This design comes from an exercise in tuning for small area on the open sky130 flow, not from production work.
The RTL was checked by simulation tests, not by an equivalence proof against the original design.
Power and IR drop assume default switching activity.

Setup of P:
Design miniplant_bridge, start of the top module:
module miniplant_bridge #(
  parameter [15:0]  ANALOG_BASE    = 16'd0,
  parameter [15:0]  INFLAG_BASE    = 16'd0,
  parameter [15:0]  OUTFLAG_BASE   = 16'd8,
  parameter [15:0]  OUTFLAG2_BASE  = 16'd16,
  parameter [15:0]  OVERRIDE_COIL  = 16'd100,
  parameter [15:0]  ACT_BASE       = 16'd8,
  parameter integer ACT_COUNT      = 14,    
  parameter integer RX_DEPTH       = 32,    
  parameter integer RX_AW          = 5,
  parameter integer BACKOFF_CYCLES = 16     
) (
  input  wire         clk,
  input  wire         rst,
  input  wire         rx_valid,
  input  wire [7:0]   rx_data,
  output wire         tx_valid,
  output wire [7:0]   tx_data,
  input  wire         tx_ready,
  input  wire         ser_link_ok,
  input  wire         plc_link_ok,
  output wire         plc_req_valid,
  input  wire         plc_req_ready,
  output reg  [7:0]   plc_req_fc,
  output reg  [15:0]  plc_req_addr,
  output reg  [4:0]   plc_req_cnt,
  output reg  [79:0]  plc_req_wdata,
  input  wire         plc_rsp_valid,
  input  wire         plc_rsp_ok,
  input  wire [1:0]   plc_rsp_cause,
  input  wire [15:0]  plc_rsp_rdata,
  input  wire         shutdown_req,
  input  wire [63:0]  wallclock,
  output wire         pst_valid,
  output wire [151:0] pst_data,
  output wire         log_valid,
  output wire [31:0]  log_word,
  output wire         ser_close,
  output wire         plc_close,
  output wire [3:0]   fsm_state,
  output wire         rx_overflow_o
);
For scale: ~1600 cells after synthesis, about 380 flip-flops, about 410 I/O pins, about 15000 sq um of cells after synthesis.
export LEC_CHECK = 0
export ABC_AREA = 1
export CAP_MARGIN = 20
export CORE_MARGIN = 2
export CORE_UTILIZATION = 60
export PLACE_DENSITY = 0.7
export SLEW_MARGIN = 20
create_clock -name core_clock -period 6.0 [get_ports {clk}]
standard.sh (not shown) runs the stock make flow with config.mk's settings and CLKGATE_MAP_FILE= SYNTH_SCRIPT=/design/flow/synth_recipe.tcl, a recipe that flattens the netlist after the stock synthesis.
==> flow/flow/run.sh <==
#!/bin/bash
# The standard layout (standard.sh), with these changes to how it is made:
# - the port buffers use the smallest buffer cell (every port still gets one);
# - the constant outputs share one tie cell;
# - at the end of the floorplan step the combinational logic is remapped for
#   area by OpenROAD's restructure and its setup timing repaired
#   (flow/restructure.tcl; ABC's own log goes to rmp/abc.log);
# - before the placement's repair_design every combinational cell is given
#   its smallest drive strength (flow/downsize.tcl);
# - the clock tree is built from clusters of up to 18 flip-flops, each driven
#   by a clkbuf_8, without dummy loads.
# standard.sh's own output goes to standard.log; each ORFS step logs under
# orfs/logs.
export BUFFER_PORTS_ARGS="-buffer_cell sky130_fd_sc_hd__buf_1"
export SKIP_REPAIR_TIE_FANOUT=1
export CTS_ARGS="-sink_clustering_enable -repair_clock_nets -sink_clustering_size 18 -sink_clustering_max_diameter 60 -buf_list sky130_fd_sc_hd__clkbuf_8 -root_buf sky130_fd_sc_hd__clkbuf_16 -dont_use_dummy_load"
export RMP_DIR="$PWD/rmp"
export POST_FLOORPLAN_TCL="$PWD/flow/restructure.tcl"
export PRE_RESIZE_TCL="$PWD/flow/downsize.tcl"
bash standard.sh > standard.log 2>&1
==> flow/flow/downsize.tcl <==
# Run before the placement's repair_design (ORFS's PRE_RESIZE hook): give
# every combinational cell the smallest drive strength of its function.
# repair_design, which runs right after, fixes any slew or load this breaks,
# and the later steps repair timing as usual.
set n_down 0
foreach inst [get_cells *] {
  set m [get_property $inst ref_name]
  if {![regexp {^sky130_fd_sc_hd__([a-z0-9]+)_([0-9]+)$} $m -> base sz]} { continue }
  if {[regexp {^(df|edf|sdf|sedf|dl|clk|tap|conb|fill|decap|diode|lpflow|probe)} $base]} { continue }
  foreach s {0 1 2} {
    if {$s >= $sz} { break }
    set cand [get_lib_cells -quiet */sky130_fd_sc_hd__${base}_${s}]
    if {[llength $cand] > 0} {
      replace_cell $inst [lindex $cand 0]
      incr n_down
      break
    }
  }
}
puts "downsize.tcl: downsized $n_down cells"
==> flow/flow/restructure.tcl <==
# Run at the end of the floorplan step (ORFS's POST_FLOORPLAN hook): remap
# the combinational logic between the registers for area with OpenROAD's
# restructure (registers are untouched), then repair the setup timing it
# breaks.  The later steps repair timing as usual.
set rmp_lib [lindex $::env(LIB_FILES) 0]
file mkdir $::env(RMP_DIR)
restructure -liberty_file $rmp_lib -target area \
  -tielo_port sky130_fd_sc_hd__conb_1/LO -tiehi_port sky130_fd_sc_hd__conb_1/HI \
  -work_dir $::env(RMP_DIR) -abc_logfile $::env(RMP_DIR)/abc.log
repair_timing -setup -setup_margin 0
report_worst_slack
Here is what was changed in the inputs of Q compared with P.
==> flow/flow/run.sh <==
#!/bin/bash
# The standard layout (standard.sh), with these changes to how it is made:
# the port buffers use the smallest buffer cell (every port still gets one),
# the constant outputs share one tie cell, the clock tree is built from
# clusters of up to 18 flip-flops, each driven by a clkbuf_8, without dummy
# loads, and before the placement's repair_design every combinational cell
# is given its smallest drive strength (flow/downsize.tcl).  standard.sh's
# own output goes to standard.log; each ORFS step logs under orfs/logs.
export BUFFER_PORTS_ARGS="-buffer_cell sky130_fd_sc_hd__buf_1"
export SKIP_REPAIR_TIE_FANOUT=1
export CTS_ARGS="-sink_clustering_enable -repair_clock_nets -sink_clustering_size 18 -sink_clustering_max_diameter 60 -buf_list sky130_fd_sc_hd__clkbuf_8 -root_buf sky130_fd_sc_hd__clkbuf_16 -dont_use_dummy_load"
export PRE_RESIZE_TCL="$PWD/flow/downsize.tcl"
bash standard.sh > standard.log 2>&1
removed: flow/flow/restructure.tcl
==> run summary <==
Looking at number of buffers outside the clock class in the layout across P and Q, the one that comes out lower is Q.
P ended up with reg -> reg as its type of the worst setup path; Q ended up with in -> reg.
Tightest slew margin relative to the limit delta (Q − P): unfavourable
Q against P: setup slack increased by 0.15 ns relative to the old numbers, design area rose about 3.7%.
Comparing P against Q, there is no change at all in synthesized area.
Q has worst hold slack above what P had.
P and Q ended up with roughly the same portion of the layout cell area used by clock cells.
On final critical-path required period, P loses to Q.
### Q -> R
Settings: CORE_UTILIZATION changed from 60 to 75; PLACE_DENSITY changed from 0.7 to 0.85.
==> flow/flow/run.sh <==
#!/bin/bash
# The standard layout (standard.sh), with these changes to how it is made:
# the port buffers use the smallest buffer cell (every port still gets one),
# the constant outputs share one tie cell, and the clock tree is built
# from smaller clock buffers.
export BUFFER_PORTS_ARGS="-buffer_cell sky130_fd_sc_hd__buf_1"
export SKIP_REPAIR_TIE_FANOUT=1
export CTS_ARGS="-sink_clustering_enable -repair_clock_nets -sink_clustering_size 20 -sink_clustering_max_diameter 50 -buf_list sky130_fd_sc_hd__clkbuf_8 -root_buf sky130_fd_sc_hd__clkbuf_16 -dont_use_dummy_load"
bash standard.sh > standard.log 2>&1
removed: flow/flow/downsize.tcl
==> run summary <==
- The flow completed for R, but it is not clean: the layout still shows antenna rules.
- [compare] base=Q new=R: final cycle utilization of the critical path shrank by 6.0 points, length of the first detailed-routing pass in iterations grew by 1, clock distribution power grew by about 10%.
- Measured against each other, Q and R differ in fraction of the core area covered by cells at the end of the flow, the higher figure coming from R.
- The worst hold slack of R is higher than that of Q.
- Global-route wire length before repair, Q and R: larger value in R
Edits applied to the flow inputs when going from R to S:
Settings: changing PLACE_DENSITY from 0.85 to 0.7; changing CORE_UTILIZATION from 75 to 60; removing ABC_AREA (formerly 1).
==> flow/flow/run.sh <==
#!/bin/bash
# The standard layout (standard.sh), with these changes to how it is made:
# the port buffers use the smallest buffer cell (every port still gets one),
# the constant outputs share one tie cell, the clock tree is built from
# clusters of up to 18 flip-flops, each driven by a clkbuf_8, without dummy
# loads, and before the placement's repair_design every combinational cell
# is given its smallest drive strength (flow/downsize.tcl).  standard.sh's
# own output goes to standard.log; each ORFS step logs under orfs/logs.
export BUFFER_PORTS_ARGS="-buffer_cell sky130_fd_sc_hd__buf_1"
export SKIP_REPAIR_TIE_FANOUT=1
export CTS_ARGS="-sink_clustering_enable -repair_clock_nets -sink_clustering_size 18 -sink_clustering_max_diameter 60 -buf_list sky130_fd_sc_hd__clkbuf_8 -root_buf sky130_fd_sc_hd__clkbuf_16 -dont_use_dummy_load"
export PRE_RESIZE_TCL="$PWD/flow/downsize.tcl"
bash standard.sh > standard.log 2>&1
==> flow/flow/downsize.tcl (new file) <==
# Run before the placement's repair_design (ORFS's PRE_RESIZE hook): give
# every combinational cell the smallest drive strength of its function.
# repair_design, which runs right after, fixes any slew or load this breaks,
# and the later steps repair timing as usual.
set n_down 0
foreach inst [get_cells *] {
  set m [get_property $inst ref_name]
  if {![regexp {^sky130_fd_sc_hd__([a-z0-9]+)_([0-9]+)$} $m -> base sz]} { continue }
  if {[regexp {^(df|edf|sdf|sedf|dl|clk|tap|conb|fill|decap|diode|lpflow|probe)} $base]} { continue }
  foreach s {0 1 2} {
    if {$s >= $sz} { break }
    set cand [get_lib_cells -quiet */sky130_fd_sc_hd__${base}_${s}]
    if {[llength $cand] > 0} {
      replace_cell $inst [lindex $cand 0]
      incr n_down
      break
    }
  }
}
puts "downsize.tcl: downsized $n_down cells"
==> run summary <==
S reached the final stage; the timing, design-rule and antenna checks on its layout passed.
The higher share of synthesized area spent on multiplexers came out of S.
Diff R -> S | synthesized cell count | down by more than 10%
Run comparison: R most common cell after layout, fill and taps aside nand2_1; S most common cell after layout, fill and taps aside buf_1
Changes observed in S relative to R: die boundary width moved up, cell leakage power dropped 0.32 nW, average instance area after synthesis now sits higher.
R leaves more setup margin than S.
Changes observed in S relative to R: number of vias after detailed routing has decreased, sequential group power essentially unchanged.
Total power: S below R
The highest attainable clock frequency number comes out higher for R vs S.
What T does differently from S at the input level:
Settings: ABC_AREA now 1, previously not set.
==> flow/flow/run.sh <==
#!/bin/bash
# The standard layout (standard.sh), with these changes to how it is made:
# the port buffers use the smallest buffer cell (every port still gets one),
# the constant outputs share one tie cell, and the clock tree is built
# from smaller clock buffers.
export BUFFER_PORTS_ARGS="-buffer_cell sky130_fd_sc_hd__buf_1"
export SKIP_REPAIR_TIE_FANOUT=1
export CTS_ARGS="-sink_clustering_enable -repair_clock_nets -sink_clustering_size 20 -sink_clustering_max_diameter 50 -buf_list sky130_fd_sc_hd__clkbuf_8 -root_buf sky130_fd_sc_hd__clkbuf_16 -dont_use_dummy_load"
bash standard.sh > standard.log 2>&1
removed: flow/flow/downsize.tcl
### Flow results
Changes observed in T relative to S: first-iteration DRC count increased by 225 relative to the old numbers, met3 global-route usage increased by 1.7 points relative to the old numbers, clock share of power increased by 2.0 points relative to the old numbers, cell area after layout decreased by 64 sq um relative to the old numbers. Max first-pass GRT wire length across S and T: T. Final critical-path required period sits lower in T than in S. The hold slack of T is lower than that of S. Relative to S, number of logic inverters in the finished layout has increased by 124 in T. In T the average footprint of a synthesized cell turned out 1.5 sq um lower than in S. Looking at master of the slowest instance on the critical path, the buf_1 result is from S; the edfxtp_1 one comes from T. Diff S -> T: non-clock buffer count moved down, level count of the clock H-tree now sits higher. Worst setup path startpoint = st[0]: S; worst setup path startpoint = ovr: T.

-- what the ideal ports hide --
In the flow no input, the clock included, has a driving cell. The finished layouts below were timed again as built, in two steps. Step 1 sets driving cells, clkbuf_16 on the clock port and buf_2 on the other inputs (assumed; they add their load-dependent delay and slew). Step 2, shift: input delay + t, output delay - t, t = (earliest + latest rising clock arrival at the registers) / 2. This alone moves slack from input paths to output paths. Slacks: ideal / step 1 / step 2; pairs: ideal / step 1.
run | t, ns | slack for setup (ns) | worst hold slack (ns)
P | 0.544 | 1.594 / 1.592 / 1.082 | 0.385 / 0.385 / 0.385
Q | 0.555 | 1.743 / 1.758 / 1.212 | 0.402 / 0.402 / 0.402
R | 0.522 | 2.105 / 2.059 / 2.188 | 0.410 / 0.410 / 0.410
S | 0.553 | 1.287 / 1.239 / 1.792 | 0.422 / 0.422 / 0.422
T | 0.536 | 1.998 / 1.948 / 2.197 | 0.419 / 0.419 / 0.419
For Q, which loses most, drivers alone change the setup slack by +0.015 ns; drivers and shift together by -0.531 ns.
